This design comes from an exercise in tuning for small area on the open sky130 flow, not from production work.
At most, simulation tests tie the RTL to the original design; equivalence was not proved.
Only the layout flow was run in run 2; the RTL was not checked for function there.
Power is estimated from default activity; no workload was simulated.

File: design/flow/design.v
module ook_core (
    input  wire        clk,
    input  wire        rst,               
    input  wire        edge_valid,        
    input  wire        edge_carrier,      
    input  wire [31:0] edge_duration,     
    input  wire        tick,              
    input  wire        service,           
    input  wire [31:0] cfg_pulse_min,
    input  wire [31:0] cfg_pulse_max,
    input  wire [31:0] cfg_eop_min,
    input  wire [31:0] cfg_pre_min,
    input  wire [31:0] cfg_zero_min,
    input  wire [31:0] cfg_zero_max,
    input  wire [31:0] cfg_one_min,
    input  wire [31:0] cfg_one_max,
    input  wire [7:0]  cfg_confirm_threshold,
    input  wire [31:0] cfg_window_ticks,
    input  wire [31:0] cfg_idle_ticks,
    input  wire        cfg_fallback,
    input  wire [31:0] cfg_frame_timeout_ticks,
    input  wire        cfg_temp_signed,
    output reg         reading_valid,
    output wire [31:0] reading,           
    output reg         err_valid,         
    output wire [2:0]  err_reason,
    output reg         noconf_valid       
);
    localparam [1:0] ST_IDLE = 2'd0, ST_INPRE = 2'd1, ST_COLLECT = 2'd2;
    localparam [5:0] CNT_START = 6'b000001, CNT_LAST = 6'b001011;
    localparam [1:0] E_NOISE = 2'd1, E_PREMATURE = 2'd2, E_TIMEOUT = 2'd3,
                     E_ORDER = 2'd0;
    function ge32;
        input [31:0] a;
        input [31:0] b;
        integer k;
        reg c;
        begin
            c = 1'b1;
            for (k = 0; k < 32; k = k + 1)
                c = (a[k] & ~b[k]) | ((a[k] | ~b[k]) & c);
            ge32 = c;
        end
    endfunction
    function [31:0] dec32;
        input [31:0] a;
        integer k;
        reg z;
        begin
            z = 1'b1;
            for (k = 0; k < 32; k = k + 1) begin
                dec32[k] = a[k] ^ z;
                z = z & ~a[k];
            end
        end
    endfunction
    reg [1:0]   asm_state;
    reg [5:0]   frame_cnt;
    reg [35:0]  frame_sr;                
    reg [31:0]  frame_rem;               
    reg [143:0] q_data;                  
    reg [1:0]   q_rp;
    reg [2:0]   q_len;
    reg         rec_valid;
    reg [35:0]  rec_raw;                 
    reg [7:0]   rec_count;
    reg [31:0]  win_rem;
    reg [31:0]  idle_rem;
    reg         low_conf;
    reg         temp_signed_q;
    reg [1:0]   err_code;
    wire [31:0] d = edge_duration;
    wire in_pulse = ge32(d, cfg_pulse_min) & ge32(cfg_pulse_max, d);
    wire is_eop   = ~ge32(cfg_eop_min, d);
    wire is_pre   = ~ge32(cfg_pre_min, d);
    wire in_zero  = ge32(d, cfg_zero_min) & ge32(cfg_zero_max, d);
    wire in_one   = ge32(d, cfg_one_min) & ge32(cfg_one_max, d);
    wire s_pulse  = edge_carrier & in_pulse;
    wire s_pre    = ~edge_carrier & ~is_eop & is_pre;
    wire s_eop    = ~edge_carrier & is_eop;
    wire s_bit    = ~edge_carrier & ~is_eop & ~is_pre & (in_zero | in_one);
    wire s_noise  = edge_carrier ? ~in_pulse : (~is_eop & ~is_pre & ~in_zero & ~in_one);
    wire bit_val  = ~in_zero;
    wire st_idle    = (asm_state == ST_IDLE);
    wire st_inpre   = (asm_state == ST_INPRE);
    wire st_collect = (asm_state == ST_COLLECT);
    wire e_order    = (s_pre & st_collect) | (s_bit & st_inpre);
    wire e_prem     = s_eop & ~st_idle;
    wire e_err      = edge_valid & (s_noise | e_order | e_prem);
    wire append     = edge_valid & s_bit & st_collect;
    wire complete   = append & (frame_cnt == CNT_LAST);
    wire [35:0] payload = {frame_sr[34:0], bit_val};
    reg [1:0] st1;                       
    always @* begin
        st1 = asm_state;
        if (edge_valid) begin
            if (e_err | complete)
                st1 = ST_IDLE;
            else if (s_pre)
                st1 = ST_INPRE;
            else if (s_pulse & st_inpre)
                st1 = ST_COLLECT;
        end
    end
    wire        q_full  = q_len[2];
    wire        q_empty = (q_len == 3'd0);
    wire [1:0]  q_wp    = q_rp + q_len[1:0];
    wire [1:0]  rp1     = (complete & q_full) ? q_rp + 2'd1 : q_rp;
    wire [2:0]  len1    = (complete & ~q_full) ? q_len + 3'd1 : q_len;
    wire        pop     = service & (len1 != 3'd0);
    reg [35:0] slot;
    always @* begin
        case (rp1)
            2'd0: slot = q_data[35:0];
            2'd1: slot = q_data[71:36];
            2'd2: slot = q_data[107:72];
            default: slot = q_data[143:108];
        endcase
    end
    wire [35:0] head = q_empty ? payload : slot;
    wire        match   = rec_valid & (head == rec_raw);
    wire [7:0]  cnt1    = match ? rec_count + 8'd1 : 8'd1;
    wire [7:0]  thr     = (cfg_confirm_threshold == 8'd0) ? 8'd1 : cfg_confirm_threshold;
    wire        confirm = pop & (cnt1 == thr);
    wire        opening = pop & ~rec_valid;
    wire        rv1     = pop ? ~confirm : rec_valid;
    wire [31:0] f_base   = edge_valid ? cfg_frame_timeout_ticks : frame_rem;
    wire        f_nz     = |f_base;
    wire        f_one    = f_nz & ~|f_base[31:1];
    wire        f_run    = tick & (st1 != ST_IDLE) & f_nz;
    wire        timeout  = f_run & f_one;
    wire [31:0] w_base   = opening ? cfg_window_ticks : win_rem;
    wire        w_nz     = |w_base;
    wire        w_run    = tick & rv1 & w_nz;
    wire        w_fire   = w_run & ~|w_base[31:1];
    wire [31:0] i_base   = (opening | (edge_valid & s_pre)) ? cfg_idle_ticks : idle_rem;
    wire        i_nz     = |i_base;
    wire        i_run    = tick & rv1 & i_nz;
    wire        i_fire   = i_run & ~|i_base[31:1];
    wire        close    = w_fire | i_fire;
    always @(posedge clk) begin
        if (append)
            frame_sr <= payload;
        if (edge_valid & s_pre)
            frame_cnt <= CNT_START;
        else if (append)
            frame_cnt <= {frame_cnt[4:0], frame_cnt[5] ^ frame_cnt[4]};
        frame_rem <= f_run ? dec32(f_base) : f_base;
        if (complete) begin
            case (q_wp)
                2'd0: q_data[35:0]    <= payload;
                2'd1: q_data[71:36]   <= payload;
                2'd2: q_data[107:72]  <= payload;
                default: q_data[143:108] <= payload;
            endcase
        end
        if (pop) begin
            rec_raw   <= head;
            rec_count <= cnt1;
        end
        win_rem   <= w_run ? dec32(w_base) : w_base;
        idle_rem  <= i_run ? dec32(i_base) : i_base;
        low_conf  <= rv1;
        temp_signed_q <= cfg_temp_signed;
        err_code  <= timeout ? E_TIMEOUT :
                     (s_noise ? E_NOISE : (e_prem ? E_PREMATURE : E_ORDER));
        if (rst) begin
            asm_state     <= ST_IDLE;
            q_rp          <= 2'd0;
            q_len         <= 3'd0;
            rec_valid     <= 1'b0;
            reading_valid <= 1'b0;
            err_valid     <= 1'b0;
            noconf_valid  <= 1'b0;
        end else begin
            asm_state     <= timeout ? ST_IDLE : st1;
            q_rp          <= pop ? rp1 + 2'd1 : rp1;
            q_len         <= pop ? len1 - 3'd1 : len1;
            rec_valid     <= rv1 & ~close;
            reading_valid <= confirm | (close & cfg_fallback);
            err_valid     <= e_err | timeout;
            noconf_valid  <= close & ~cfg_fallback;
        end
    end
    wire [35:0] p = rec_raw;
    wire [6:0]  hum = (p[7:0] > 8'd100) ? 7'd100 : p[6:0];
    assign reading = {low_conf, p[35:28], p[27], p[25:24],
                      temp_signed_q & p[23], p[23:12], hum};
    assign err_reason = {err_code == 2'd0, err_code};
endmodule
File: design/flow/run.sh
#!/bin/bash
# synth_recipe.tcl (not shown) runs the flow's synth.tcl, then flattens the netlist and writes it again
# the make line also repeats each setting of config.mk as NAME=value (left out here)
make -C /OpenROAD-flow-scripts/flow DESIGN_CONFIG=/design/flow/config.mk WORK_HOME=/design/flow/orfs CLKGATE_MAP_FILE= SYNTH_SCRIPT=/design/flow/synth_recipe.tcl finish
File: design/flow/config.mk
export PLATFORM = sky130hd
export DESIGN_NAME = ook_core
export DESIGN_NICKNAME = ook_core
export VERILOG_FILES = /design/flow/design.v
export SDC_FILE = /design/flow/constraint.sdc
export NUM_CORES = 4
export LEC_CHECK = 0
export CAP_MARGIN = 20
export CORE_MARGIN = 2
export CORE_UTILIZATION = 40
export PLACE_DENSITY = 0.6
export SLEW_MARGIN = 20
File: design/flow/constraint.sdc
create_clock -name core_clock -period 20.0 [get_ports {clk}]
set_input_delay 4.0000 -clock core_clock [delete_from_list [all_inputs] [get_ports {clk}]]
set_output_delay 4.0000 -clock core_clock [all_outputs]
set_load 0.01 [all_outputs]
==> results of run 1 <==
cell families after synthesis:
family | count (synthesis) | synth area share
simple gates | 601 | 0.1485
mux | 161 | 0.07548
compound gates | 518 | 0.1872
xor+xnor | 31 | 0.01332
fa+ha+maj | 184 | 0.09786
buf+inv | 259 | 0.05556
flops | 340 | 0.4221
stage by stage:
stage / std cells / utilization / worst slack, ns / area (um2) / total power, mW
floorplan: 2094 / - / 5.540 / 21420 / 1.600
global placement: 3113 / 0.4959 / 4.393 / 26170 / 1.889
detailed placement: 3113 / 0.4959 / 4.133 / 26170 / 1.921
CTS: 3184 / 0.5198 / 4.683 / 27430 / 2.642
global route: 3205 / 0.5208 / 3.978 / 27480 / 2.777
finish: 3208 / 0.5210 / 4.666 / 27490 / 2.616
flip-flops by register name, indices dropped and copies added (netlist names), 2 cells and up:
name and cells:
asm_state 2, rec_raw 36, q_rp 2, win_rem 32, frame_cnt 6, rec_count 8, err_code 2, idle_rem 32
q_data 144, q_len 3, frame_rem 32, frame_sr 35
how the worst max path moves through the flow:
stage                                  from            to  slack, ns  cells after the start
final                      edge_duration[0]  idle_rem[30]       4.67                     51
after global placement    edge_duration[28]  idle_rem[31]       4.39                     52
after floorplan           edge_duration[17]  idle_rem[31]       5.54                     53
after CTS                  edge_duration[0]  idle_rem[30]       4.68                     51
after global routing      edge_duration[28]  idle_rem[31]       3.98                     52
after detailed placement   edge_duration[0]  idle_rem[30]       4.13                     51
synth_stat cells, types with 41 or more instances:
cell / n
nand2b_1: 55
a222oi_1: 55
a211oi_1: 73
a21oi_1: 52
nand3_1: 41
clkbuf_1: 53
edfxtp_1: 223
dfxtp_1: 117
nand4_1: 61
ha_1: 101
nor2b_1: 75
nor2_1: 149
inv_1: 124
maj3_1: 82
nand2_1: 94
mux2i_1: 160
o21ai_0: 59
area by class of cell:
type | count | area [um2]
inverters | 135 | 506.7
diodes | 24 | 60.06
multi-input cells | 1495 | 11260
repair buffers | 455 | 4504
clock buffers | 55 | 1097
fillers | 4807 | 25270
clock inverters | 16 | 163.9
flip-flops and latches | 340 | 9039
well taps | 688 | 860.8
power by group through the flow:
stage               clock network [mW]  logic, mW  registers (mW)
floorplan                            0      0.673           0.927
global placement                     0      0.942           0.947
detailed placement                   0      0.970           0.951
CTS                              0.729      0.975           0.938
global route                     0.756       1.07           0.950
finish                           0.710      0.970           0.937
layer usage:
| metal | part of all wire | vias to the layer above | routed length (um) |
|---|---|---|---|
| met5 | 0.0011 | - | 81 |
| met4 | 0.034 | 12 | 2618 |
| met3 | 0.063 | 119 | 4818 |
| met2 | 0.51 | 668 | 39290 |
| met1 | 0.39 | 9168 | 30210 |
| li1 | - | 8851 | - |
worst register-to-register path, delay by kind of cell, from the launching register on:
kind                       cells  cell delay, ns
AOI/OAI and AO/OA              1            0.19
xor gates and xnor gates       1            0.26
adders and majority gates     33            6.57
buffers and inverters          3            0.87
DFF                            1            0.32
muxes                          2            0.35
and+or+nand+nor                6            1.38
==> report_table.html, run 1 <==
<table>
<tr><th>Metric</th><th>Value</th></tr>
<tr><th colspan="2">Synthesis</th></tr>
<tr><td>Synthesized area divided by synthesized cell count</td><td>10.23 um2</td></tr>
<tr><td>Number of flops mapped to enable cells by yosys</td><td>223</td></tr>
<tr><td>Synth Register Bits</td><td>340</td></tr>
<tr><td>Area fraction of the dominant cell type after synthesis</td><td>0.3127</td></tr>
<tr><td>Mapped Nets</td><td>2,595</td></tr>
<tr><td>Fraction of synthesis flops using an asynchronous set or reset pin</td><td>0</td></tr>
<tr><td>Top flip-flop cell by instance count after synthesis</td><td>edfxtp_1</td></tr>
<tr><td>Count of mapped cells out of synthesis</td><td>2,094</td></tr>
<tr><td>Part of the Yosys area used for sequential elements</td><td>0.4221</td></tr>
<tr><td>Syn. warnings</td><td>1</td></tr>
<tr><td>Cell taking the most area after synthesis</td><td>edfxtp_1</td></tr>
<tr><td>Ranking of synthesized cells by area</td><td>edfxtp_1 31%, dfxtp_1 11%, mux2i_1 7.5%</td></tr>
<tr><td>Distinct cell type count after synthesis</td><td>94</td></tr>
<tr><td>Netlist area before placement</td><td>0.02142 mm2</td></tr>
<tr><th colspan="2">Global routing</th></tr>
<tr><td>GRT Residual Overflow</td><td>0</td></tr>
<tr><td>Met3 layer usage reported by global route</td><td>0.05101</td></tr>
<tr><td>Maximum number of pins on one net before global-route repair</td><td>61</td></tr>
<tr><td>Number of global-route vias before repair</td><td>19,017</td></tr>
<tr><td>Met2 Use GR</td><td>0.4811</td></tr>
<tr><td>Antenna violations before repair</td><td>29</td></tr>
<tr><td>GR Layer Usage met1</td><td>0.3167</td></tr>
<tr><td>Global-route wire length before repair</td><td>114.9 mm</td></tr>
<tr><td>Overall global routing resource usage</td><td>0.2700</td></tr>
<tr><td>Peak-usage layer in the global routing report</td><td>met2</td></tr>
<tr><th colspan="2">Run status</th></tr>
<tr><td>Outcome</td><td>timing/DRC/antenna clean</td></tr>
<tr><th colspan="2">Routing</th></tr>
<tr><td>First-pass iteration count of the detailed router</td><td>6</td></tr>
<tr><td>Number of routed nets with antenna violations</td><td>0</td></tr>
<tr><td>Mean routed wirelength per cell</td><td>24.01 um</td></tr>
<tr><td>Iteration-0 DRC count of the detailed router</td><td>1,561</td></tr>
<tr><td>Detailed Route WL</td><td>77.02 mm</td></tr>
<tr><td>Number of remaining DRC errors</td><td>0</td></tr>
<tr><td>Detail-routed via count per cell</td><td>5.866</td></tr>
<tr><td>Via total after detailed routing</td><td>18,818</td></tr>
<tr><th colspan="2">Clock network</th></tr>
<tr><td>Number of buffers between clock root and the deepest sink</td><td>3</td></tr>
<tr><td>Post-CTS setup buffer count</td><td>0</td></tr>
<tr><td>Hold-fix buffers at CTS</td><td>0</td></tr>
<tr><td>Cts bufs inserted</td><td>39</td></tr>
<tr><td>TritonCTS clock tree</td><td>yes</td></tr>
<tr><td>Clk sinks</td><td>340</td></tr>
<tr><td>Post-cts repair resize count</td><td>0</td></tr>
<tr><td>Library cell used as clock root buffer</td><td>clkbuf_16</td></tr>
<tr><td>Source-to-sink clock delay at the later pin of the worst-skew pair</td><td>0.55 ns</td></tr>
<tr><td>Number of H-tree levels</td><td>2</td></tr>
<tr><td>CTS clock-pin slew for the worst setup and hold paths</td><td>0.06 ns</td></tr>
<tr><th colspan="2">Min path</th></tr>
<tr><td>Path type of the worst min-delay path</td><td>flop to flop</td></tr>
<tr><td>Worst-case hold path end point</td><td>frame_cnt[5]</td></tr>
<tr><td>Startpoint of the most critical hold path</td><td>frame_cnt[5]</td></tr>
<tr><td>Number of stages on the worst hold path</td><td>2</td></tr>
<tr><th colspan="2">STA</th></tr>
<tr><td>Final sum of negative setup slack</td><td>0 ns</td></tr>
<tr><td>Final period demand of the worst path</td><td>15.33 ns</td></tr>
<tr><td>Worst Hold Slack</td><td>0.4565 ns</td></tr>
<tr><td>Period utilisation layout</td><td>0.7667</td></tr>
<tr><td>Maximum frequency from static timing analysis</td><td>65.22 MHz</td></tr>
<tr><td>Tightest slew margin relative to the limit</td><td>0.3072</td></tr>
<tr><td>Fin Clk Skew</td><td>0.01398 ns</td></tr>
<tr><td>Setup repair after global routing missed its margin</td><td>false</td></tr>
<tr><td>Final setup vio count</td><td>0</td></tr>
<tr><td>Pin slew with the least headroom to its limit</td><td>1.039 ns</td></tr>
<tr><td>Max Slew Vio Count</td><td>0</td></tr>
<tr><td>Count of endpoints failing hold in the final timing report</td><td>0</td></tr>
<tr><th colspan="2">Critical path</th></tr>
<tr><td>WP data required</td><td>20.46 ns</td></tr>
<tr><td>R2r startpoint</td><td>frame_cnt[4]</td></tr>
<tr><td>CP max stage cell</td><td>clkdlybuf4s50_1</td></tr>
<tr><td>Largest fanout on the critical path</td><td>36</td></tr>
<tr><td>Buffers and inverters on the worst path</td><td>3</td></tr>
<tr><td>Kind of critical path</td><td>primary input to flop</td></tr>
<tr><td>Worst Reg-to-Reg Cells</td><td>46</td></tr>
<tr><td>Top cell family by delay on the critical path</td><td>adder cells</td></tr>
<tr><td>Crit start category</td><td>primary input</td></tr>
<tr><td>Most common cell type on the critical path</td><td>ha_1</td></tr>
<tr><td>Arrival @ worst endpoint</td><td>15.80 ns</td></tr>
<tr><td>Capturing element type of the critical path</td><td>flop</td></tr>
<tr><td>R2r setup slk</td><td>9.96 ns</td></tr>
<tr><td>Reg-to-reg endpoint</td><td>idle_rem[30]</td></tr>
<tr><td>Max incr delay on CP</td><td>0.55 ns</td></tr>
<tr><th colspan="2">Die</th></tr>
<tr><td>Die X</td><td>235.4 um</td></tr>
<tr><td>IO Pins</td><td>438</td></tr>
<tr><td>Height of the chip</td><td>235.4 um</td></tr>
<tr><td>Count of standard-cell rows</td><td>84</td></tr>
<tr><td>Die ar.</td><td>0.05541 mm2</td></tr>
<tr><td>Core Region</td><td>0.05276 mm2</td></tr>
<tr><td>Starting density of the core</td><td>0.4059</td></tr>
<tr><th colspan="2">Pwr</th></tr>
<tr><td>Net Switching</td><td>0.8981 mW</td></tr>
<tr><td>Part of the total power dissipated in sequential elements</td><td>0.358</td></tr>
<tr><td>Part of the total power dissipated in the clock network</td><td>0.271</td></tr>
<tr><td>Cell-internal power</td><td>1.718 mW</td></tr>
<tr><td>Maximum resistive drop on vdd</td><td>66.95 uV</td></tr>
<tr><td>Fraction of power spent switching nets</td><td>0.3432</td></tr>
<tr><td>Fraction of power consumed by combinational cells</td><td>0.371</td></tr>
<tr><td>Leakage power of the design</td><td>10.67 nW</td></tr>
<tr><td>Power Dens Cells</td><td>95.19 mW/mm2</td></tr>
<tr><th colspan="2">Cells and area</th></tr>
<tr><td>Most common cell after layout, fill and taps aside</td><td>clkdlybuf4s50_1</td></tr>
<tr><td>Share of post-route cells with drive strength above 1</td><td>0.04768</td></tr>
<tr><td>Net total in the final layout</td><td>2,967</td></tr>
<tr><td>Layout-stage area growth over the synthesis result</td><td>28.35%</td></tr>
<tr><td>Highest-count cells in the layout ignoring fill and taps</td><td>436 x clkdlybuf4s50_1, 223 x edfxtp_1, 160 x mux2i_1</td></tr>
<tr><th colspan="2">Placed design</th></tr>
<tr><td>Port Buf Inserts</td><td>437</td></tr>
<tr><td>Routability congestion estimate</td><td>0.9475</td></tr>
<tr><td>Estimated wirelength of the detail-placed design</td><td>59.38 mm</td></tr>
<tr><th colspan="2">Flow run</th></tr>
<tr><td>Maximum Capacitance Violations</td><td>0</td></tr>
</table>
==> run 2: changes to the inputs <==
--- a/design/flow/design.v
+++ b/design/flow/design.v
@@ -31,25 +31,13 @@
     localparam [1:0] E_NOISE = 2'd1, E_PREMATURE = 2'd2, E_TIMEOUT = 2'd3,
                      E_ORDER = 2'd0;
-    function ge32;
+    function [31:0] inc32;
         input [31:0] a;
-        input [31:0] b;
         integer k;
         reg c;
         begin
             c = 1'b1;
-            for (k = 0; k < 32; k = k + 1)
-                c = (a[k] & ~b[k]) | ((a[k] | ~b[k]) & c);
-            ge32 = c;
-        end
-    endfunction
-    function [31:0] dec32;
-        input [31:0] a;
-        integer k;
-        reg z;
-        begin
-            z = 1'b1;
             for (k = 0; k < 32; k = k + 1) begin
-                dec32[k] = a[k] ^ z;
-                z = z & ~a[k];
+                inc32[k] = a[k] ^ c;
+                c = c & a[k];
             end
         end
@@ -58,5 +46,5 @@
     reg [5:0]   frame_cnt;
     reg [35:0]  frame_sr;                
-    reg [31:0]  frame_rem;               
+    reg [31:0]  frame_tm;                
     reg [143:0] q_data;                  
     reg [1:0]   q_rp;
@@ -65,15 +53,25 @@
     reg [35:0]  rec_raw;                 
     reg [7:0]   rec_count;
-    reg [31:0]  win_rem;
-    reg [31:0]  idle_rem;
+    reg [31:0]  win_tm;
+    reg [31:0]  idle_tm;
     reg         low_conf;
     reg         temp_signed_q;
     reg [1:0]   err_code;
-    wire [31:0] d = edge_duration;
-    wire in_pulse = ge32(d, cfg_pulse_min) & ge32(cfg_pulse_max, d);
-    wire is_eop   = ~ge32(cfg_eop_min, d);
-    wire is_pre   = ~ge32(cfg_pre_min, d);
-    wire in_zero  = ge32(d, cfg_zero_min) & ge32(cfg_zero_max, d);
-    wire in_one   = ge32(d, cfg_one_min) & ge32(cfg_one_max, d);
+    wire [31:0] d  = edge_duration;
+    wire [31:0] nd = ~edge_duration;
+    wire ge_pmin, ge_pmax, gt_eop, gt_pre, ge_zmin, ge_zmax, ge_omin, ge_omax;
+    ook_ge_lo u_pmin (.nd(nd), .a(cfg_pulse_min), .ge(ge_pmin));    
+    ook_ge_hi u_pmax (.nd(nd), .a(cfg_pulse_max), .ge(ge_pmax));    
+    ook_ge_lo u_zmin (.nd(nd), .a(cfg_zero_min),  .ge(ge_zmin));
+    ook_ge_hi u_zmax (.nd(nd), .a(cfg_zero_max),  .ge(ge_zmax));
+    ook_ge_lo u_omin (.nd(nd), .a(cfg_one_min),   .ge(ge_omin));
+    ook_ge_hi u_omax (.nd(nd), .a(cfg_one_max),   .ge(ge_omax));
+    ook_ge_hi u_eop  (.nd(nd), .a(cfg_eop_min),   .ge(gt_eop));     
+    ook_ge_hi u_pre  (.nd(nd), .a(cfg_pre_min),   .ge(gt_pre));
+    wire in_pulse = ge_pmin & ge_pmax;
+    wire is_eop   = ~gt_eop;
+    wire is_pre   = ~gt_pre;
+    wire in_zero  = ge_zmin & ge_zmax;
+    wire in_one   = ge_omin & ge_omax;
     wire s_pulse  = edge_carrier & in_pulse;
     wire s_pre    = ~edge_carrier & ~is_eop & is_pre;
@@ -125,17 +123,16 @@
     wire        opening = pop & ~rec_valid;
     wire        rv1     = pop ? ~confirm : rec_valid;
-    wire [31:0] f_base   = edge_valid ? cfg_frame_timeout_ticks : frame_rem;
-    wire        f_nz     = |f_base;
-    wire        f_one    = f_nz & ~|f_base[31:1];
-    wire        f_run    = tick & (st1 != ST_IDLE) & f_nz;
-    wire        timeout  = f_run & f_one;
-    wire [31:0] w_base   = opening ? cfg_window_ticks : win_rem;
-    wire        w_nz     = |w_base;
-    wire        w_run    = tick & rv1 & w_nz;
-    wire        w_fire   = w_run & ~|w_base[31:1];
-    wire [31:0] i_base   = (opening | (edge_valid & s_pre)) ? cfg_idle_ticks : idle_rem;
-    wire        i_nz     = |i_base;
-    wire        i_run    = tick & rv1 & i_nz;
-    wire        i_fire   = i_run & ~|i_base[31:1];
+    wire [31:0] f_base   = edge_valid ? 32'd0 : frame_tm;
+    wire [31:0] f_inc    = inc32(f_base);
+    wire        f_run    = tick & (st1 != ST_IDLE) & (|cfg_frame_timeout_ticks);
+    wire        timeout  = f_run & (f_inc == cfg_frame_timeout_ticks);
+    wire [31:0] w_base   = opening ? 32'd0 : win_tm;
+    wire [31:0] w_inc    = inc32(w_base);
+    wire        w_run    = tick & rv1 & (|cfg_window_ticks);
+    wire        w_fire   = w_run & (w_inc == cfg_window_ticks);
+    wire [31:0] i_base   = (opening | (edge_valid & s_pre)) ? 32'd0 : idle_tm;
+    wire [31:0] i_inc    = inc32(i_base);
+    wire        i_run    = tick & rv1 & (|cfg_idle_ticks);
+    wire        i_fire   = i_run & (i_inc == cfg_idle_ticks);
     wire        close    = w_fire | i_fire;
     always @(posedge clk) begin
@@ -146,5 +143,5 @@
         else if (append)
             frame_cnt <= {frame_cnt[4:0], frame_cnt[5] ^ frame_cnt[4]};
-        frame_rem <= f_run ? dec32(f_base) : f_base;
+        frame_tm  <= f_run ? f_inc : f_base;
         if (complete) begin
             case (q_wp)
@@ -159,6 +156,6 @@
             rec_count <= cnt1;
         end
-        win_rem   <= w_run ? dec32(w_base) : w_base;
-        idle_rem  <= i_run ? dec32(i_base) : i_base;
+        win_tm    <= w_run ? w_inc : w_base;
+        idle_tm   <= i_run ? i_inc : i_base;
         low_conf  <= rv1;
         temp_signed_q <= cfg_temp_signed;
@@ -189,2 +186,40 @@
     assign err_reason = {err_code == 2'd0, err_code};
 endmodule
+module ook_maj (
+    input  wire a,
+    input  wire b,
+    input  wire c,
+    output wire y
+);
+    assign y = (a & b) | (c & (a | b));
+endmodule
+module ook_ge_lo (
+    input  wire [31:0] nd,
+    input  wire [31:0] a,
+    output wire        ge
+);
+    wire [32:1] n;
+    assign n[1] = nd[0] & a[0];
+    genvar k;
+    generate
+        for (k = 1; k < 32; k = k + 1) begin : g
+            ook_maj m (.a(nd[k]), .b(a[k]), .c(n[k]), .y(n[k+1]));
+        end
+    endgenerate
+    assign ge = ~n[32];
+endmodule
+module ook_ge_hi (
+    input  wire [31:0] nd,
+    input  wire [31:0] a,
+    output wire        ge
+);
+    wire [32:1] c;
+    assign c[1] = a[0] | nd[0];
+    genvar k;
+    generate
+        for (k = 1; k < 32; k = k + 1) begin : g
+            ook_maj m (.a(a[k]), .b(nd[k]), .c(c[k]), .y(c[k+1]));
+        end
+    endgenerate
+    assign ge = c[32];
+endmodule
--- a/design/flow/config.mk
+++ b/design/flow/config.mk
@@ -11,2 +11,3 @@
 export PLACE_DENSITY = 0.6
 export SLEW_MARGIN = 20
+export SYNTH_HIERARCHICAL = 1
==> run 2 against run 1 <==
Net effect: the layout now fails its checks (setup timing); synthesized cell count down 16%; routed wire length fell by 13%; area after synthesis is 4.7% lower; sequential power shrank 21%; clock skew rose by 0.0039 ns; register-to-register slack better by 1.8 ns; die area is 4.7% lower; core utilization rose by 4.6 points; critical endpoint is now noconf_valid; largest power group is now the clock network.
==> report_table.html, run 2 <==
<table>
<tr><th>Metric</th><th>Value</th></tr>
<tr><th colspan="2">Routing</th></tr>
<tr><td>Mean routed wirelength per cell</td><td>22.54 um (-6.1%)</td></tr>
<tr><td>Iteration-0 DRC count of the detailed router</td><td>1,034 (-34%)</td></tr>
<tr><td>Detailed Route WL</td><td>66.82 mm (-13%)</td></tr>
<tr><td>Detail-routed via count per cell</td><td>5.441 (-7.2%)</td></tr>
<tr><td>Number of remaining DRC errors</td><td>0 (unchanged)</td></tr>
<tr><td>Via total after detailed routing</td><td>16,128 (-14%)</td></tr>
<tr><td>First-pass iteration count of the detailed router</td><td>8 (+2)</td></tr>
<tr><td>Number of routed nets with antenna violations</td><td>0 (unchanged)</td></tr>
<tr><th colspan="2">Cells and area</th></tr>
<tr><td>Number of flip-flops in the largest register</td><td>144 (unchanged)</td></tr>
<tr><td>Final cell count without fillers</td><td>2,964 (-7.6%)</td></tr>
<tr><td>Highest-count cells in the layout ignoring fill and taps</td><td>430 x clkdlybuf4s50_1, 248 x maj3_2, 223 x edfxtp_1</td></tr>
<tr><td>Registers with the most flip-flops</td><td>q_data (144), rec_raw (36), frame_sr (35)</td></tr>
<tr><td>Most common cell after layout, fill and taps aside</td><td>clkdlybuf4s50_1</td></tr>
<tr><td>Reg with most FFs</td><td>q_data</td></tr>
<tr><td>Post-layout util</td><td>0.5674 (+0.04644)</td></tr>
<tr><td>Share of post-route cells with drive strength above 1</td><td>0.2567 (+0.2090)</td></tr>
<tr><td>Cell area after layout</td><td>0.02853 mm2 (+3.8%)</td></tr>
<tr><td>Net total in the final layout</td><td>2,756 (-7.1%)</td></tr>
<tr><td>Layout-stage area growth over the synthesis result</td><td>39.85%</td></tr>
<tr><th colspan="2">Clock network</th></tr>
<tr><td>Number of H-tree levels</td><td>2 (unchanged)</td></tr>
<tr><td>TritonCTS clock tree</td><td>yes</td></tr>
<tr><td>Source-to-sink clock delay at the later pin of the worst-skew pair</td><td>0.55 ns (about the same)</td></tr>
<tr><td>Hold-fix buffers at CTS</td><td>0 (unchanged)</td></tr>
<tr><td>Number of buffers between clock root and the deepest sink</td><td>3 (unchanged)</td></tr>
<tr><td>Clk sinks</td><td>340 (unchanged)</td></tr>
<tr><td>Library cell used as clock root buffer</td><td>clkbuf_16</td></tr>
<tr><td>Cts bufs inserted</td><td>40 (+2.6%)</td></tr>
<tr><td>CTS clock-pin slew for the worst setup and hold paths</td><td>0.06 ns (about the same)</td></tr>
<tr><th colspan="2">Synthesis</th></tr>
<tr><td>Cell taking the most area after synthesis</td><td>edfxtp_1</td></tr>
<tr><td>Top flip-flop cell by instance count after synthesis</td><td>edfxtp_1</td></tr>
<tr><td>Part of the Yosys area used for sequential elements</td><td>0.4431 (+0.02105)</td></tr>
<tr><td>Synthesized area divided by synthesized cell count</td><td>11.66 um2 (+14%)</td></tr>
<tr><td>Count of mapped cells out of synthesis</td><td>1,749 (-16%)</td></tr>
<tr><td>Commonest cells post-synth</td><td>248 x maj3_2, 223 x edfxtp_1, 117 x dfxtp_1, 101 x ha_1, 91 x nor2b_1</td></tr>
<tr><td>Most instantiated library cell after synthesis</td><td>maj3_2</td></tr>
<tr><td>Number of flops mapped to enable cells by yosys</td><td>223 (unchanged)</td></tr>
<tr><td>Synth Register Bits</td><td>340 (unchanged)</td></tr>
<tr><td>Area fraction of the dominant cell type after synthesis</td><td>0.3283 (+0.01559)</td></tr>
<tr><td>Fraction of synthesis flops using an asynchronous set or reset pin</td><td>0 (unchanged)</td></tr>
<tr><td>Ranking of synthesized cells by area</td><td>edfxtp_1 33%, maj3_2 14%, dfxtp_1 11%</td></tr>
<tr><td>Netlist area before placement</td><td>0.02040 mm2 (-4.7%)</td></tr>
<tr><td>Mapped Nets</td><td>2,250 (-13%)</td></tr>
<tr><td>Syn. warnings</td><td>7 (+6)</td></tr>
<tr><td>Distinct cell type count after synthesis</td><td>71 (-24%)</td></tr>
<tr><th colspan="2">Flow run</th></tr>
<tr><td>Maximum Capacitance Violations</td><td>0 (unchanged)</td></tr>
<tr><th colspan="2">Global routing</th></tr>
<tr><td>Overall global routing resource usage</td><td>0.2497 (-0.02035)</td></tr>
<tr><td>Number of global-route vias before repair</td><td>16,812 (-12%)</td></tr>
<tr><td>Antenna violations before repair</td><td>8 (-72%)</td></tr>
<tr><td>GRT Residual Overflow</td><td>0 (unchanged)</td></tr>
<tr><td>Global-route wire length before repair</td><td>101.2 mm (-12%)</td></tr>
<tr><td>Maximum number of pins on one net before global-route repair</td><td>60 (-1.6%)</td></tr>
<tr><th colspan="2">STA</th></tr>
<tr><td>Final period demand of the worst path</td><td>21.27 ns (+5.936 ns)</td></tr>
<tr><td>Final sum of negative setup slack</td><td>-5.634 ns (-5.634 ns)</td></tr>
<tr><td>Period utilisation layout</td><td>1.063 (+0.2968)</td></tr>
<tr><td>Final setup vio count</td><td>10 (+10)</td></tr>
<tr><td>Pin slew with the least headroom to its limit</td><td>0.8864 ns (-0.1529 ns)</td></tr>
<tr><td>Maximum frequency from static timing analysis</td><td>47.02 MHz (-28%)</td></tr>
<tr><td>Count of endpoints failing hold in the final timing report</td><td>0 (unchanged)</td></tr>
<tr><td>Setup repair after global routing missed its margin</td><td>true</td></tr>
<tr><td>Tightest slew margin relative to the limit</td><td>0.4091 (+0.1019)</td></tr>
<tr><td>Fin Clk Skew</td><td>0.01784 ns (+0.003858 ns)</td></tr>
<tr><td>Post-route worst setup slack</td><td>-1.269 ns (-5.936 ns)</td></tr>
<tr><td>Max Slew Vio Count</td><td>0 (unchanged)</td></tr>
<tr><th colspan="2">Pwr</th></tr>
<tr><td>Part of the total power dissipated in the clock network</td><td>0.450 (+0.179)</td></tr>
<tr><td>Pwr Total</td><td>1.734 mW (-34%)</td></tr>
<tr><td>Cell-internal power</td><td>1.359 mW (-21%)</td></tr>
<tr><td>Leakage power of the design</td><td>10.51 nW (-1.5%)</td></tr>
<tr><td>Part of the total power dissipated in sequential elements</td><td>0.428 (+0.070)</td></tr>
<tr><td>Net Switching</td><td>0.3756 mW (-58%)</td></tr>
<tr><td>Fraction of power spent switching nets</td><td>0.2166 (-0.1267)</td></tr>
<tr><td>Maximum resistive drop on vdd</td><td>50.12 uV (-25%)</td></tr>
<tr><td>Power Dens Cells</td><td>60.80 mW/mm2 (-36%)</td></tr>
<tr><td>Fraction of power consumed by combinational cells</td><td>0.122 (-0.249)</td></tr>
<tr><th colspan="2">Die</th></tr>
<tr><td>Count of standard-cell rows</td><td>82 (-2.4%)</td></tr>
<tr><td>Die ar.</td><td>0.05282 mm2 (-4.7%)</td></tr>
<tr><td>Core Region</td><td>0.05027 mm2 (-4.7%)</td></tr>
<tr><td>IO Pins</td><td>438 (unchanged)</td></tr>
<tr><td>Height of the chip</td><td>229.8 um (-2.4%)</td></tr>
<tr><td>Starting density of the core</td><td>0.4057 (about the same)</td></tr>
<tr><td>Die X</td><td>229.8 um (-2.4%)</td></tr>
<tr><th colspan="2">Placed design</th></tr>
<tr><td>Estimated wirelength of the detail-placed design</td><td>51.45 mm (-13%)</td></tr>
<tr><td>Routability congestion estimate</td><td>0.9462 (-0.14%)</td></tr>
<tr><td>Placed inst area</td><td>0.02690 mm2 (+2.8%)</td></tr>
<tr><td>Number of placed instances, taps included</td><td>2,876 (-7.6%)</td></tr>
<tr><td>Port Buf Inserts</td><td>437 (unchanged)</td></tr>
<tr><th colspan="2">Critical path</th></tr>
<tr><td>Most common cell type on the critical path</td><td>maj3_2</td></tr>
<tr><td>Capturing element type of the critical path</td><td>flop</td></tr>
<tr><td>Largest fanout on the critical path</td><td>5 (-86%)</td></tr>
<tr><td>Kind of critical path</td><td>primary input to flop</td></tr>
<tr><td>CP max stage cell</td><td>clkdlybuf4s50_1</td></tr>
<tr><td>WP data required</td><td>20.41 ns (-0.05 ns)</td></tr>
<tr><td>Arrival @ worst endpoint</td><td>21.68 ns (+5.88 ns)</td></tr>
<tr><td>Crit start category</td><td>primary input</td></tr>
<tr><td>Max incr delay on CP</td><td>0.38 ns (-0.17 ns)</td></tr>
<tr><th colspan="2">Min path</th></tr>
<tr><td>Path type of the worst min-delay path</td><td>flop to flop</td></tr>
<tr><th colspan="2">Run status</th></tr>
<tr><td>Reasons for failing layout checks</td><td>setup timing</td></tr>
<tr><td>Outcome</td><td>finished with violations</td></tr>
</table>
-- run 2: cell types whose count changed after synthesis, moves of 37 or more --
cell	previous run	this run
nand2b_1	55	17
maj3_1	82	0
mux2i_1	160	3
o22ai_1	38	1
nor2_1	149	37
a222oi_1	55	15
a211oi_1	73	30
xnor2_1	20	78
inv_1	124	73
maj3_2	1	248
-- run 2: Yosys stat by module (local to each module, per instance) --
| module | cell area, um2 | cells | flops+latches | times used |
|---|---|---|---|---|
| ook_ge_lo | 10.01 | 2 | 0 | 3 |
| ook_ge_hi | 6.256 | 1 | 0 | 5 |
| ook_maj | 11.26 | 1 | 0 | 248 |
| ook_core | 17540 | 1490 | 340 | 1 |
-- run 2: final cells by class --
cell class,count,area (um2)
clock inverters,20,295.3
well taps,672,840.8
fillers,4286,21750
clock buffers,54,1115
repair buffers,553,5411
multi-input cells,1245,11520
flip-flops and latches,340,9039
inverters,75,296.5
diodes,5,12.51
-- run 2: per-stage QoR --
stage / hold slack [ns] / setup WS (ns)
detailed placement: 0.4513 / -2.310
global placement: 0.4414 / -2.098
CTS: 0.4664 / -1.457
finish: 0.4641 / -1.269
floorplan: 0.4345 / -1.197
global route: 0.4731 / -1.733
-- run 2: final timing paths --
kind                                       from           end  slack, ns  cells past startpoint
worst max-delay path            cfg_zero_max[0]  noconf_valid      -1.27                     83
worst min-delay path               frame_cnt[5]  frame_cnt[5]       0.46                      2
worst max register to register     asm_state[0]  noconf_valid      11.80                     49
worst min register to register     frame_cnt[5]  frame_cnt[5]       0.46                      2
-- run 2: repair_timing --
action	4_1_cts	5_1_grt
endpoints found under the setup margin	17	19
buffers inserted	1	8
resized for setup	7	33
pin swaps	8	84
gates cloned	0	0
-- run 2: cell families (layout without fill, tap and decap cells) --
group,Yosys count,count (layout),synth area share
flops,340,340,0.4431
buf+inv,164,702,0.04134
compound gates,264,264,0.09918
xor+xnor,122,122,0.05238
fa+ha+maj,349,349,0.1989
mux,63,63,0.03460
other cells,0,5,0
simple gates,447,447,0.1305
-- run 2: per-layer routing --
metal,track usage,up-vias,wire (um)
met3,0.03832,83,3397
met2,0.4508,507,34140
met1,0.3078,7897,27760
met4,0.06976,2,1518
met5,0,-,11
li1,-,7639,-
-- run 2: critical path: cells and delay by family --
family / cells / cell delay, ns
adder cells (fa/ha/maj): 63 / 14.75
XOR/XNOR: 2 / 0.30
AND/OR/NAND/NOR: 13 / 1.54
multiplexers: 1 / 0.16
AO/OA/AOI/OAI: 3 / 0.50
buffers and inverters: 1 / 0.38
-- run 2: power groups by stage --
| stage | combinational [mW] | sequential, mW | clock (mW) |
|---|---|---|---|
| final | 0.211 | 0.742 | 0.781 |
| after global routing | 0.225 | 0.742 | 0.825 |
| after CTS | 0.210 | 0.742 | 0.798 |
| after detailed placement | 0.209 | 0.757 | 0 |
| after global placement | 0.209 | 0.757 | 0 |
| after floorplan | 0.0906 | 0.757 | 0 |
==> run 3: changes to the inputs <==
--- a/design/flow/design.v
+++ b/design/flow/design.v
@@ -117,22 +117,32 @@
     end
     wire [35:0] head = q_empty ? payload : slot;
-    wire        match   = rec_valid & (head == rec_raw);
-    wire [7:0]  cnt1    = match ? rec_count + 8'd1 : 8'd1;
-    wire [7:0]  thr     = (cfg_confirm_threshold == 8'd0) ? 8'd1 : cfg_confirm_threshold;
-    wire        confirm = pop & (cnt1 == thr);
+    wire        eq_hi   = (head[35:1] == rec_raw[35:1]);
+    wire        match   = rec_valid & eq_hi & (head[0] == rec_raw[0]);
+    wire [7:0]  cnt_inc = rec_count + 8'd1;
+    wire [7:0]  cnt1    = match ? cnt_inc : 8'd1;
+    wire        thr_le1 = ~|cfg_confirm_threshold[7:1];
+    wire        conf_m  = (cnt_inc == cfg_confirm_threshold);
+    wire        confirm = pop & (match ? conf_m : thr_le1);
     wire        opening = pop & ~rec_valid;
     wire        rv1     = pop ? ~confirm : rec_valid;
-    wire [31:0] f_base   = edge_valid ? 32'd0 : frame_tm;
-    wire [31:0] f_inc    = inc32(f_base);
-    wire        f_run    = tick & (st1 != ST_IDLE) & (|cfg_frame_timeout_ticks);
-    wire        timeout  = f_run & (f_inc == cfg_frame_timeout_ticks);
-    wire [31:0] w_base   = opening ? 32'd0 : win_tm;
-    wire [31:0] w_inc    = inc32(w_base);
-    wire        w_run    = tick & rv1 & (|cfg_window_ticks);
-    wire        w_fire   = w_run & (w_inc == cfg_window_ticks);
-    wire [31:0] i_base   = (opening | (edge_valid & s_pre)) ? 32'd0 : idle_tm;
-    wire [31:0] i_inc    = inc32(i_base);
-    wire        i_run    = tick & rv1 & (|cfg_idle_ticks);
-    wire        i_fire   = i_run & (i_inc == cfg_idle_ticks);
+    wire [31:0] f_inc    = inc32(frame_tm);
+    wire        f_hiz    = ~|cfg_frame_timeout_ticks[31:1];
+    wire        f_run    = tick & (st1 != ST_IDLE) & (cfg_frame_timeout_ticks[0] | ~f_hiz);
+    wire        timeout  = f_run & (edge_valid ? (cfg_frame_timeout_ticks[0] & f_hiz)
+                                               : (f_inc == cfg_frame_timeout_ticks));
+    wire [31:0] f_next   = edge_valid ? {31'd0, f_run} : (f_run ? f_inc : frame_tm);
+    wire [31:0] w_inc    = inc32(win_tm);
+    wire        w_hiz    = ~|cfg_window_ticks[31:1];
+    wire        w_run    = tick & rv1 & (cfg_window_ticks[0] | ~w_hiz);
+    wire        w_fire   = w_run & (opening ? (cfg_window_ticks[0] & w_hiz)
+                                            : (w_inc == cfg_window_ticks));
+    wire [31:0] w_next   = opening ? {31'd0, w_run} : (w_run ? w_inc : win_tm);
+    wire        i_clr    = opening | (edge_valid & s_pre);
+    wire [31:0] i_inc    = inc32(idle_tm);
+    wire        i_hiz    = ~|cfg_idle_ticks[31:1];
+    wire        i_run    = tick & rv1 & (cfg_idle_ticks[0] | ~i_hiz);
+    wire        i_fire   = i_run & (i_clr ? (cfg_idle_ticks[0] & i_hiz)
+                                          : (i_inc == cfg_idle_ticks));
+    wire [31:0] i_next   = i_clr ? {31'd0, i_run} : (i_run ? i_inc : idle_tm);
     wire        close    = w_fire | i_fire;
     always @(posedge clk) begin
@@ -143,5 +153,5 @@
         else if (append)
             frame_cnt <= {frame_cnt[4:0], frame_cnt[5] ^ frame_cnt[4]};
-        frame_tm  <= f_run ? f_inc : f_base;
+        frame_tm  <= f_next;
         if (complete) begin
             case (q_wp)
@@ -156,6 +166,6 @@
             rec_count <= cnt1;
         end
-        win_tm    <= w_run ? w_inc : w_base;
-        idle_tm   <= i_run ? i_inc : i_base;
+        win_tm    <= w_next;
+        idle_tm   <= i_next;
         low_conf  <= rv1;
         temp_signed_q <= cfg_temp_signed;
==> run 3 against run 2 <==
Net effect: now clean on timing, DRC and antenna; critical path depth is 30 lower; total power is 46% higher; clock skew is 0.0050 ns higher; combinational power grew to 4.5 times the previous value; sequential share of layout area is 2.8 points higher; non-clock buffer count is 91 lower; clock-buffer cell count is 2 lower; core utilization is 4.1 points lower; sequential cell count stayed put; register-to-register slack better by 0.40 ns; largest power group is now combinational cells.
==> report_table.html, run 3 <==
<table>
<tr><th>Metric</th><th>Value</th></tr>
<tr><th colspan="2">Run status</th></tr>
<tr><td>Outcome</td><td>timing/DRC/antenna clean</td></tr>
<tr><th colspan="2">Clock network</th></tr>
<tr><td>Post-CTS setup buffer count</td><td>0 (-1)</td></tr>
<tr><td>TritonCTS clock tree</td><td>yes</td></tr>
<tr><td>CTS clock-pin slew for the worst setup and hold paths</td><td>0.06 ns (about the same)</td></tr>
<tr><td>Hold-fix buffers at CTS</td><td>0 (unchanged)</td></tr>
<tr><td>Library cell used as clock root buffer</td><td>clkbuf_16</td></tr>
<tr><td>Post-cts repair resize count</td><td>0 (-7)</td></tr>
<tr><td>Cts bufs inserted</td><td>38 (-5.0%)</td></tr>
<tr><td>Clk sinks</td><td>340 (unchanged)</td></tr>
<tr><td>Source-to-sink clock delay at the later pin of the worst-skew pair</td><td>0.53 ns (-0.02 ns)</td></tr>
<tr><td>Number of buffers between clock root and the deepest sink</td><td>3 (unchanged)</td></tr>
<tr><td>Number of H-tree levels</td><td>2 (unchanged)</td></tr>
<tr><th colspan="2">STA</th></tr>
<tr><td>Setup repair after global routing missed its margin</td><td>false</td></tr>
<tr><td>Final sum of negative setup slack</td><td>0 ns (+5.634 ns)</td></tr>
<tr><td>Fin Clk Skew</td><td>0.02286 ns (+0.005017 ns)</td></tr>
<tr><td>Period utilisation layout</td><td>0.9577 (-0.1058)</td></tr>
<tr><td>Pin slew with the least headroom to its limit</td><td>1.121 ns (+0.2350 ns)</td></tr>
<tr><td>Count of endpoints failing hold in the final timing report</td><td>0 (unchanged)</td></tr>
<tr><td>Tightest slew margin relative to the limit</td><td>0.2524 (-0.1567)</td></tr>
<tr><td>Final setup vio count</td><td>0 (-10)</td></tr>
<tr><td>Max Slew Vio Count</td><td>0 (unchanged)</td></tr>
<tr><td>Worst Hold Slack</td><td>0.4650 ns (+0.0009050 ns)</td></tr>
<tr><td>Final period demand of the worst path</td><td>19.15 ns (-2.115 ns)</td></tr>
<tr><td>Maximum frequency from static timing analysis</td><td>52.21 MHz (+11%)</td></tr>
<tr><th colspan="2">Cells and area</th></tr>
<tr><td>Net total in the final layout</td><td>2,677 (-2.9%)</td></tr>
<tr><td>Post-layout util</td><td>0.5268 (-0.04057)</td></tr>
<tr><td>Share of post-route cells with drive strength above 1</td><td>0.1633 (-0.09340)</td></tr>
<tr><td>Reg with most FFs</td><td>q_data</td></tr>
<tr><td>Layout-stage area growth over the synthesis result</td><td>30.87%</td></tr>
<tr><td>Number of flip-flops in the largest register</td><td>144 (unchanged)</td></tr>
<tr><td>Registers with the most flip-flops</td><td>q_data (144), rec_raw (36), frame_sr (35)</td></tr>
<tr><td>Highest-count cells in the layout ignoring fill and taps</td><td>437 x clkdlybuf4s50_1, 248 x maj3_2, 226 x edfxtp_1</td></tr>
<tr><td>Most common cell after layout, fill and taps aside</td><td>clkdlybuf4s50_1</td></tr>
<tr><th colspan="2">Pwr</th></tr>
<tr><td>Power Dens Cells</td><td>96.44 mW/mm2 (+59%)</td></tr>
<tr><td>Maximum resistive drop on vdd</td><td>55.91 uV (+12%)</td></tr>
<tr><td>Net Switching</td><td>0.8725 mW (+130%)</td></tr>
<tr><td>Part of the total power dissipated in sequential elements</td><td>0.347 (-0.081)</td></tr>
<tr><td>Fraction of power consumed by combinational cells</td><td>0.374 (+0.252)</td></tr>
<tr><td>Leakage power of the design</td><td>9.733 nW (-7.4%)</td></tr>
<tr><td>Fraction of power spent switching nets</td><td>0.3444 (+0.1278)</td></tr>
<tr><td>Pwr Total</td><td>2.534 mW (+46%)</td></tr>
<tr><td>Part of the total power dissipated in the clock network</td><td>0.279 (-0.171)</td></tr>
<tr><td>Cell-internal power</td><td>1.661 mW (+22%)</td></tr>
<tr><th colspan="2">Synthesis</th></tr>
<tr><td>Cell taking the most area after synthesis</td><td>edfxtp_1</td></tr>
<tr><td>Mapped Nets</td><td>2,272 (+0.98%)</td></tr>
<tr><td>Synth Register Bits</td><td>340 (unchanged)</td></tr>
<tr><td>Part of the Yosys area used for sequential elements</td><td>0.4518 (+0.008677)</td></tr>
<tr><td>Ranking of synthesized cells by area</td><td>edfxtp_1 34%, maj3_2 14%, dfxtp_1 11%</td></tr>
<tr><td>Distinct cell type count after synthesis</td><td>72 (+1.4%)</td></tr>
<tr><td>Synthesized area divided by synthesized cell count</td><td>11.33 um2 (-2.8%)</td></tr>
<tr><td>Netlist area before placement</td><td>0.02007 mm2 (-1.6%)</td></tr>
<tr><td>Area fraction of the dominant cell type after synthesis</td><td>0.3381 (+0.009808)</td></tr>
<tr><td>Most instantiated library cell after synthesis</td><td>maj3_2</td></tr>
<tr><td>Number of flops mapped to enable cells by yosys</td><td>226 (+1.3%)</td></tr>
<tr><td>Syn. warnings</td><td>7 (unchanged)</td></tr>
<tr><td>Count of mapped cells out of synthesis</td><td>1,771 (+1.3%)</td></tr>
<tr><td>Fraction of synthesis flops using an asynchronous set or reset pin</td><td>0 (unchanged)</td></tr>
<tr><td>Commonest cells post-synth</td><td>248 x maj3_2, 226 x edfxtp_1, 151 x nand2_1, 114 x dfxtp_1, 101 x ha_1</td></tr>
<tr><td>Top flip-flop cell by instance count after synthesis</td><td>edfxtp_1</td></tr>
<tr><th colspan="2">Routing</th></tr>
<tr><td>Number of remaining DRC errors</td><td>0 (unchanged)</td></tr>
<tr><td>Iteration-0 DRC count of the detailed router</td><td>800 (-23%)</td></tr>
<tr><td>Mean routed wirelength per cell</td><td>22.22 um (-1.4%)</td></tr>
<tr><td>First-pass iteration count of the detailed router</td><td>5 (-3)</td></tr>
<tr><td>Number of routed nets with antenna violations</td><td>0 (unchanged)</td></tr>
<tr><td>Detailed Route WL</td><td>64.10 mm (-4.1%)</td></tr>
<tr><td>Via total after detailed routing</td><td>15,609 (-3.2%)</td></tr>
<tr><td>Detail-routed via count per cell</td><td>5.412 (-0.53%)</td></tr>
<tr><th colspan="2">Global routing</th></tr>
<tr><td>GRT Residual Overflow</td><td>0 (unchanged)</td></tr>
<tr><td>Maximum number of pins on one net before global-route repair</td><td>84 (+40%)</td></tr>
<tr><td>Number of global-route vias before repair</td><td>16,349 (-2.8%)</td></tr>
<tr><td>Global-route wire length before repair</td><td>96.63 mm (-4.6%)</td></tr>
<tr><td>Overall global routing resource usage</td><td>0.2415 (-0.008166)</td></tr>
<tr><td>Antenna violations before repair</td><td>8 (unchanged)</td></tr>
<tr><th colspan="2">Critical path</th></tr>
<tr><td>Crit start category</td><td>primary input</td></tr>
<tr><td>Kind of critical path</td><td>primary input to flop</td></tr>
<tr><td>R2r startpoint</td><td>win_tm[0]</td></tr>
<tr><td>Reg-to-reg endpoint</td><td>noconf_valid</td></tr>
<tr><td>Max incr delay on CP</td><td>0.49 ns (+0.11 ns)</td></tr>
<tr><td>Capturing element type of the critical path</td><td>flop</td></tr>
<tr><td>Arrival @ worst endpoint</td><td>19.39 ns (-2.29 ns)</td></tr>
<tr><td>WP data required</td><td>20.24 ns (-0.17 ns)</td></tr>
<tr><td>Start point of the critical path</td><td>edge_duration[0]</td></tr>
<tr><td>R2r setup slk</td><td>12.20 ns (+0.40 ns)</td></tr>
<tr><td>CP max stage cell</td><td>or4_1</td></tr>
<tr><td>Largest fanout on the critical path</td><td>32 (+27)</td></tr>
<tr><td>Most common cell type on the critical path</td><td>maj3_2</td></tr>
<tr><td>Worst Reg-to-Reg Cells</td><td>37 (-24%)</td></tr>
<tr><th colspan="2">Min path</th></tr>
<tr><td>Worst-case hold path end point</td><td>idle_tm[16]</td></tr>
<tr><td>Startpoint of the most critical hold path</td><td>idle_tm[16]</td></tr>
<tr><td>Number of stages on the worst hold path</td><td>2 (unchanged)</td></tr>
<tr><td>Path type of the worst min-delay path</td><td>flop to flop</td></tr>
<tr><th colspan="2">Flow run</th></tr>
<tr><td>Maximum Capacitance Violations</td><td>0 (unchanged)</td></tr>
<tr><th colspan="2">Placed design</th></tr>
<tr><td>Routability congestion estimate</td><td>0.8777 (-7.2%)</td></tr>
<tr><td>Port Buf Inserts</td><td>437 (unchanged)</td></tr>
<tr><td>Estimated wirelength of the detail-placed design</td><td>49.67 mm (-3.5%)</td></tr>
<tr><th colspan="2">Die</th></tr>
<tr><td>Height of the chip</td><td>228.0 um (-0.79%)</td></tr>
<tr><td>Count of standard-cell rows</td><td>82 (unchanged)</td></tr>
<tr><td>Die ar.</td><td>0.05199 mm2 (-1.6%)</td></tr>
<tr><td>Die X</td><td>228.0 um (-0.79%)</td></tr>
<tr><td>IO Pins</td><td>438 (unchanged)</td></tr>
<tr><td>Starting density of the core</td><td>0.4026 (-0.003185)</td></tr>
<tr><td>Core Region</td><td>0.04986 mm2 (-0.82%)</td></tr>
</table>
[run 3: per-module statistics from Yosys, one instance, submodules excluded]
module / times used / cells / area, um2
ook_ge_lo: 3 / 2 / 10.01
ook_core: 1 / 1512 / 17220
ook_maj: 248 / 1 / 11.26
ook_ge_hi: 5 / 1 / 6.256
[run 3: critical path: cells and delay by family]
kind | cells | cell delay (ns)
buf+inv | 5 | 1.29
fa+ha+maj | 32 | 10.00
xor+xnor | 1 | 0.36
simple gates | 9 | 1.76
compound gates | 6 | 1.94
[run 3: layout make-up]
type	count	area [um2]
timing repair buffer	462	4599
sequential	340	9069
fill	4511	23590
multi-input combinational	1270	10240
clock inverter	17	183.9
tap	672	840.8
antenna	7	17.52
inverter	64	240.2
clock buffer	52	1079
[run 3: metal layers]
metal	vias up	routed length (um)	GRT usage
li1	7430	-	-
met1	7590	24360	0.2667
met2	498	34680	0.4688
met3	91	3392	0.03875
met4	0	1664	0.07475
met5	-	0	0
[run 3: how the worst max path moves through the flow]
stage / to / cells past startpoint / slack (ns)
4_1_cts: win_tm[27] / 52 / 0.70
3_5_place_dp: win_tm[27] / 52 / 0.17
2_1_floorplan: q_data[0] / 39 / 1.24
6_report: idle_tm[0] / 53 / 0.85
5_1_grt: idle_tm[0] / 53 / 0.29
3_3_place_gp: win_tm[29] / 53 / 0.37
[run 3: metrics by stage]
stage | setup slack, ns | std cells | cell area (um2)
finish | 0.8458 | 2884 | 26270
global route | 0.2858 | 2884 | 26270
CTS | 0.7033 | 2877 | 26250
detailed placement | 0.1677 | 2808 | 24990
global placement | 0.3668 | 2807 | 24970
floorplan | 1.241 | 1771 | 20070
[run 3: power groups by stage]
stage | sequential, mW | clock [mW] | combinational (mW)
2_1_floorplan | 0.867 | 0 | 0.658
3_3_place_gp | 0.892 | 0 | 0.935
3_5_place_dp | 0.894 | 0 | 0.951
4_1_cts | 0.880 | 0.722 | 0.954
5_1_grt | 0.888 | 0.748 | 1.03
6_report | 0.880 | 0.706 | 0.948
[run 3: kinds of logic (layout without fill, tap and decap cells)]
logic type | after synthesis | in the layout | share of synthesized area
muxes | 71 | 71 | 0.03540
other | 0 | 7 | 0
adders and majority gates | 349 | 349 | 0.2021
DFF | 340 | 340 | 0.4518
AOI/OAI and AO/OA | 268 | 268 | 0.09512
and+or+nand+nor | 455 | 455 | 0.1200
buffers and inverters | 161 | 595 | 0.04020
xor gates and xnor gates | 127 | 127 | 0.05541
==> run 4: changes to the inputs <==
==> design/flow/flow/run.sh (new file) <==
#!/bin/bash
# Standard ORFS layout, with the port buffers made of the smallest buffer cell.
set -euo pipefail
bash standard.sh "BUFFER_PORTS_ARGS=-buffer_cell sky130_fd_sc_hd__buf_1" finish > orfs_flow.log 2>&1
==> design/flow/standard.sh (new file) <==
#!/bin/bash
# synth_recipe.tcl (not shown) runs the flow's synth.tcl, then flattens the netlist and writes it again
# the make line also repeats each setting of config.mk as NAME=value (left out here)
make -C /OpenROAD-flow-scripts/flow DESIGN_CONFIG=/design/flow/config.mk WORK_HOME=/design/flow/orfs CLKGATE_MAP_FILE= SYNTH_SCRIPT=/design/flow/synth_recipe.tcl "${@:-finish}"
--- a/design/flow/config.mk
+++ b/design/flow/config.mk
@@ -9,4 +9,5 @@
 export CORE_MARGIN = 2
 export CORE_UTILIZATION = 40
+export CTS_BUF_LIST = sky130_fd_sc_hd__clkbuf_4
 export PLACE_DENSITY = 0.6
 export SLEW_MARGIN = 20
removed: design/flow/run.sh
==> run 4 against run 3 <==
Net effect: still clean on timing, DRC and antenna; routed wire length shrank 1.6%; register-to-register slack is essentially flat; clock power shrank 11%; first-iteration DRC count grew 14%; hold slack lost 0.0027 ns; synthesized cell count did not move; critical path depth up 2; sequential cell count did not move; largest power group is now sequential cells.
==> report_table.html, run 4 <==
<table>
<tr><th>Metric</th><th>Value</th></tr>
<tr><th colspan="2">Cells and area</th></tr>
<tr><td>Layout-stage area growth over the synthesis result</td><td>16.99%</td></tr>
<tr><td>Reg with most FFs</td><td>q_data</td></tr>
<tr><td>Share of post-route cells with drive strength above 1</td><td>0.1978 (+0.03457)</td></tr>
<tr><td>Number of flip-flops in the largest register</td><td>144 (unchanged)</td></tr>
<tr><td>Net total in the final layout</td><td>2,730 (+2.0%)</td></tr>
<tr><td>Registers with the most flip-flops</td><td>q_data (144), rec_raw (36), frame_sr (35)</td></tr>
<tr><td>Highest-count cells in the layout ignoring fill and taps</td><td>437 x buf_1, 248 x maj3_2, 226 x edfxtp_1</td></tr>
<tr><th colspan="2">Clock network</th></tr>
<tr><td>Clk sinks</td><td>340 (unchanged)</td></tr>
<tr><td>Source-to-sink clock delay at the later pin of the worst-skew pair</td><td>0.79 ns (+0.26 ns)</td></tr>
<tr><td>Hold-fix buffers at CTS</td><td>0 (unchanged)</td></tr>
<tr><td>Number of H-tree levels</td><td>3 (+1)</td></tr>
<tr><td>Post-CTS setup buffer count</td><td>0 (unchanged)</td></tr>
<tr><td>TritonCTS clock tree</td><td>yes</td></tr>
<tr><td>Post-cts repair resize count</td><td>0 (unchanged)</td></tr>
<tr><td>Library cell used as clock root buffer</td><td>clkbuf_4</td></tr>
<tr><td>Cts bufs inserted</td><td>91 (+140%)</td></tr>
<tr><th colspan="2">Critical path</th></tr>
<tr><td>R2r setup slk</td><td>12.19 ns (about the same)</td></tr>
<tr><td>R2r startpoint</td><td>frame_tm[0]</td></tr>
<tr><td>Max incr delay on CP</td><td>0.48 ns (about the same)</td></tr>
<tr><td>Largest fanout on the critical path</td><td>32 (unchanged)</td></tr>
<tr><td>Kind of critical path</td><td>primary input to flop</td></tr>
<tr><td>Capturing element type of the critical path</td><td>flop</td></tr>
<tr><td>Worst Reg-to-Reg Cells</td><td>38 (+2.7%)</td></tr>
<tr><td>Reg-to-reg endpoint</td><td>asm_state[1]</td></tr>
<tr><td>Crit start category</td><td>primary input</td></tr>
<tr><td>Arrival @ worst endpoint</td><td>19.14 ns (-0.25 ns)</td></tr>
<tr><td>CP max stage cell</td><td>or4_1</td></tr>
<tr><td>WP data required</td><td>20.46 ns (+0.22 ns)</td></tr>
<tr><th colspan="2">Die</th></tr>
<tr><td>Die X</td><td>228.0 um (unchanged)</td></tr>
<tr><td>IO Pins</td><td>438 (unchanged)</td></tr>
<tr><td>Count of standard-cell rows</td><td>82 (unchanged)</td></tr>
<tr><td>Starting density of the core</td><td>0.4026 (unchanged)</td></tr>
<tr><td>Height of the chip</td><td>228.0 um (unchanged)</td></tr>
<tr><td>Die ar.</td><td>0.05199 mm2 (unchanged)</td></tr>
<tr><td>Core Region</td><td>0.04986 mm2 (unchanged)</td></tr>
<tr><th colspan="2">Synthesis</th></tr>
<tr><td>Synth Register Bits</td><td>340 (unchanged)</td></tr>
<tr><td>Commonest cells post-synth</td><td>248 x maj3_2, 226 x edfxtp_1, 151 x nand2_1, 114 x dfxtp_1, 101 x ha_1</td></tr>
<tr><td>Netlist area before placement</td><td>0.02007 mm2 (unchanged)</td></tr>
<tr><td>Cell taking the most area after synthesis</td><td>edfxtp_1</td></tr>
<tr><td>Fraction of synthesis flops using an asynchronous set or reset pin</td><td>0 (unchanged)</td></tr>
<tr><td>Synthesized area divided by synthesized cell count</td><td>11.33 um2 (unchanged)</td></tr>
<tr><td>Ranking of synthesized cells by area</td><td>edfxtp_1 34%, maj3_2 14%, dfxtp_1 11%</td></tr>
<tr><td>Area fraction of the dominant cell type after synthesis</td><td>0.3381 (unchanged)</td></tr>
<tr><td>Number of flops mapped to enable cells by yosys</td><td>226 (unchanged)</td></tr>
<tr><th colspan="2">Routing</th></tr>
<tr><td>Detailed Route WL</td><td>63.06 mm (-1.6%)</td></tr>
<tr><td>Number of routed nets with antenna violations</td><td>0 (unchanged)</td></tr>
<tr><td>First-pass iteration count of the detailed router</td><td>5 (unchanged)</td></tr>
<tr><td>Via total after detailed routing</td><td>16,014 (+2.6%)</td></tr>
<tr><td>Mean routed wirelength per cell</td><td>21.14 um (-4.9%)</td></tr>
<tr><th colspan="2">Placed design</th></tr>
<tr><td>Port Buf Inserts</td><td>437 (unchanged)</td></tr>
<tr><td>Routability congestion estimate</td><td>0.9489 (+8.1%)</td></tr>
<tr><td>Post-placement worst setup slack</td><td>0.3902 ns (+0.2225 ns)</td></tr>
<tr><th colspan="2">Min path</th></tr>
<tr><td>Path type of the worst min-delay path</td><td>flop to flop</td></tr>
<tr><td>Number of stages on the worst hold path</td><td>2 (unchanged)</td></tr>
<tr><th colspan="2">STA</th></tr>
<tr><td>Tightest slew margin relative to the limit</td><td>0.2836 (+0.03121)</td></tr>
<tr><td>Fin Clk Skew</td><td>0.07385 ns (+0.05099 ns)</td></tr>
<tr><td>Setup repair after global routing missed its margin</td><td>false</td></tr>
<tr><td>Pin slew with the least headroom to its limit</td><td>1.075 ns (-0.04681 ns)</td></tr>
<tr><td>Final setup vio count</td><td>0 (unchanged)</td></tr>
<tr><td>Max Slew Vio Count</td><td>0 (unchanged)</td></tr>
<tr><td>Final period demand of the worst path</td><td>18.69 ns (-0.4665 ns)</td></tr>
<tr><td>Count of endpoints failing hold in the final timing report</td><td>0 (unchanged)</td></tr>
<tr><th colspan="2">Global routing</th></tr>
<tr><td>Antenna violations before repair</td><td>8 (unchanged)</td></tr>
<tr><td>Global-route wire length before repair</td><td>95.02 mm (-1.7%)</td></tr>
<tr><td>Number of global-route vias before repair</td><td>16,718 (+2.3%)</td></tr>
<tr><td>GRT Residual Overflow</td><td>0 (unchanged)</td></tr>
<tr><td>Overall global routing resource usage</td><td>0.2372 (-0.004349)</td></tr>
<tr><th colspan="2">Pwr</th></tr>
<tr><td>Power Dens Cells</td><td>101.5 mW/mm2 (+5.2%)</td></tr>
<tr><td>Maximum resistive drop on vdd</td><td>68.72 uV (+23%)</td></tr>
<tr><th colspan="2">Flow run</th></tr>
<tr><td>Maximum Capacitance Violations</td><td>0 (unchanged)</td></tr>
<tr><th colspan="2">Run status</th></tr>
<tr><td>Outcome</td><td>timing/DRC/antenna clean</td></tr>
</table>
run 4: layout make-up:
class	instances	area (um2)
fillers	4732	26380
multi-input cells	1270	10240
flip-flops and latches	340	9069
repair buffers	462	1861
clock buffers	142	1066
well taps	672	840.8
inverters	64	240.2
clock inverters	27	150.1
diodes	6	15.01
run 4: worst max path at each step:
stage | end | slack [ns] | cells past startpoint
final | idle_tm[0] | 1.31 | 55
after global routing | win_tm[0] | 0.74 | 54
after CTS | win_tm[7] | 1.22 | 54
after detailed placement | win_tm[7] | 0.39 | 54
after global placement | win_tm[29] | 0.65 | 54
after floorplan | q_data[0] | 1.24 | 39
run 4: per-stage QoR:
step | instance area (um2) | power [mW] | utilization | hold WS, ns | instances
2_1_floorplan | 20070 | 1.524 | - | 0.4363 | 1771
3_3_place_gp | 22220 | 1.749 | 0.4457 | 0.4477 | 2807
3_5_place_dp | 22220 | 1.767 | 0.4457 | 0.4587 | 2807
5_1_grt | 23480 | 2.530 | 0.4709 | 0.4817 | 2983
4_1_cts | 23440 | 2.409 | 0.4701 | 0.4686 | 2976
6_report | 23480 | 2.383 | 0.4709 | 0.4623 | 2983
run 4: per-module statistics from Yosys, one instance, submodules excluded:
module     flops+latches  cells inside  copies in the design  area (um2)
ook_core             340          1512                     1       17220
ook_maj                0             1                   248       11.26
ook_ge_lo              0             2                     3       10.01
ook_ge_hi              0             1                     5       6.256
run 4: cell families (layout without fill, tap and decap cells):
logic type | Yosys count | after routing | synth area share
simple gates | 455 | 455 | 0.1200
fa+ha+maj | 349 | 349 | 0.2021
flops | 340 | 340 | 0.4518
compound gates | 268 | 268 | 0.09512
buf+inv | 161 | 695 | 0.04020
xor+xnor | 127 | 127 | 0.05541
mux | 71 | 71 | 0.03540
other cells | 0 | 6 | 0
run 4: worst max-delay path: cells and delay by family:
kind                     cells  cell delay (ns)
XOR/XNOR                     1             0.37
AO/OA/AOI/OAI                5             1.18
adder cells (fa/ha/maj)     32             9.98
AND/OR/NAND/NOR             10             2.43
buffers and inverters        7             1.15
run 4: power by group:
part / switching (mW) / internal [mW]
Clock: 0.293 / 0.337
Combinational: 0.546 / 0.327
Sequential: 0.0577 / 0.822
Total: 0.897 / 1.49
run 4: routing by layer:
layer	up-vias	track usage	part of all wire
met5	-	0	0
met4	0	0.1174	0.044
met3	113	0.04600	0.061
met2	579	0.4315	0.52
met1	7708	0.2638	0.38
li1	7614	-	-

## what the ideal ports hide
In the flow no input, the clock included, has a driving cell. The finished layouts below were timed again as built, in two steps.
Step 1: set_driving_cell puts a clkbuf_16 on clk and a buf_2 on each other input, an assumption about the parent block.
Step 2 adds t to the input delays and takes it off the output delays; t is the mean of the earliest and latest rising clock arrival at the registers after step 1. Input paths then give back, and output paths get back, about the clock's delay inside the block.
Three values: ideal, step 1, step 2; two values: the first two.
run	shift t [ns]	slack for setup (ns)	hold WS [ns]	worst setup path at the end	latest minus earliest clock arrival (ns)
run 1	0.604	4.666 / 4.666 / 4.062	0.456 / 0.456 / 0.456	input to register	0.016 / 0.016
run 2	0.598	-1.269 / -1.265 / -1.863	0.464 / 0.464 / 0.464	input to register	0.018 / 0.018
run 3	0.575	0.846 / 0.874 / 0.299	0.465 / 0.465 / 0.465	input to register	0.023 / 0.023
run 4	0.802	1.312 / 1.343 / 0.540	0.462 / 0.462 / 0.462	input to register	0.075 / 0.075
The setup slack of run 4, which loses most, moves by +0.031 ns with the drivers and by -0.772 ns with both steps.
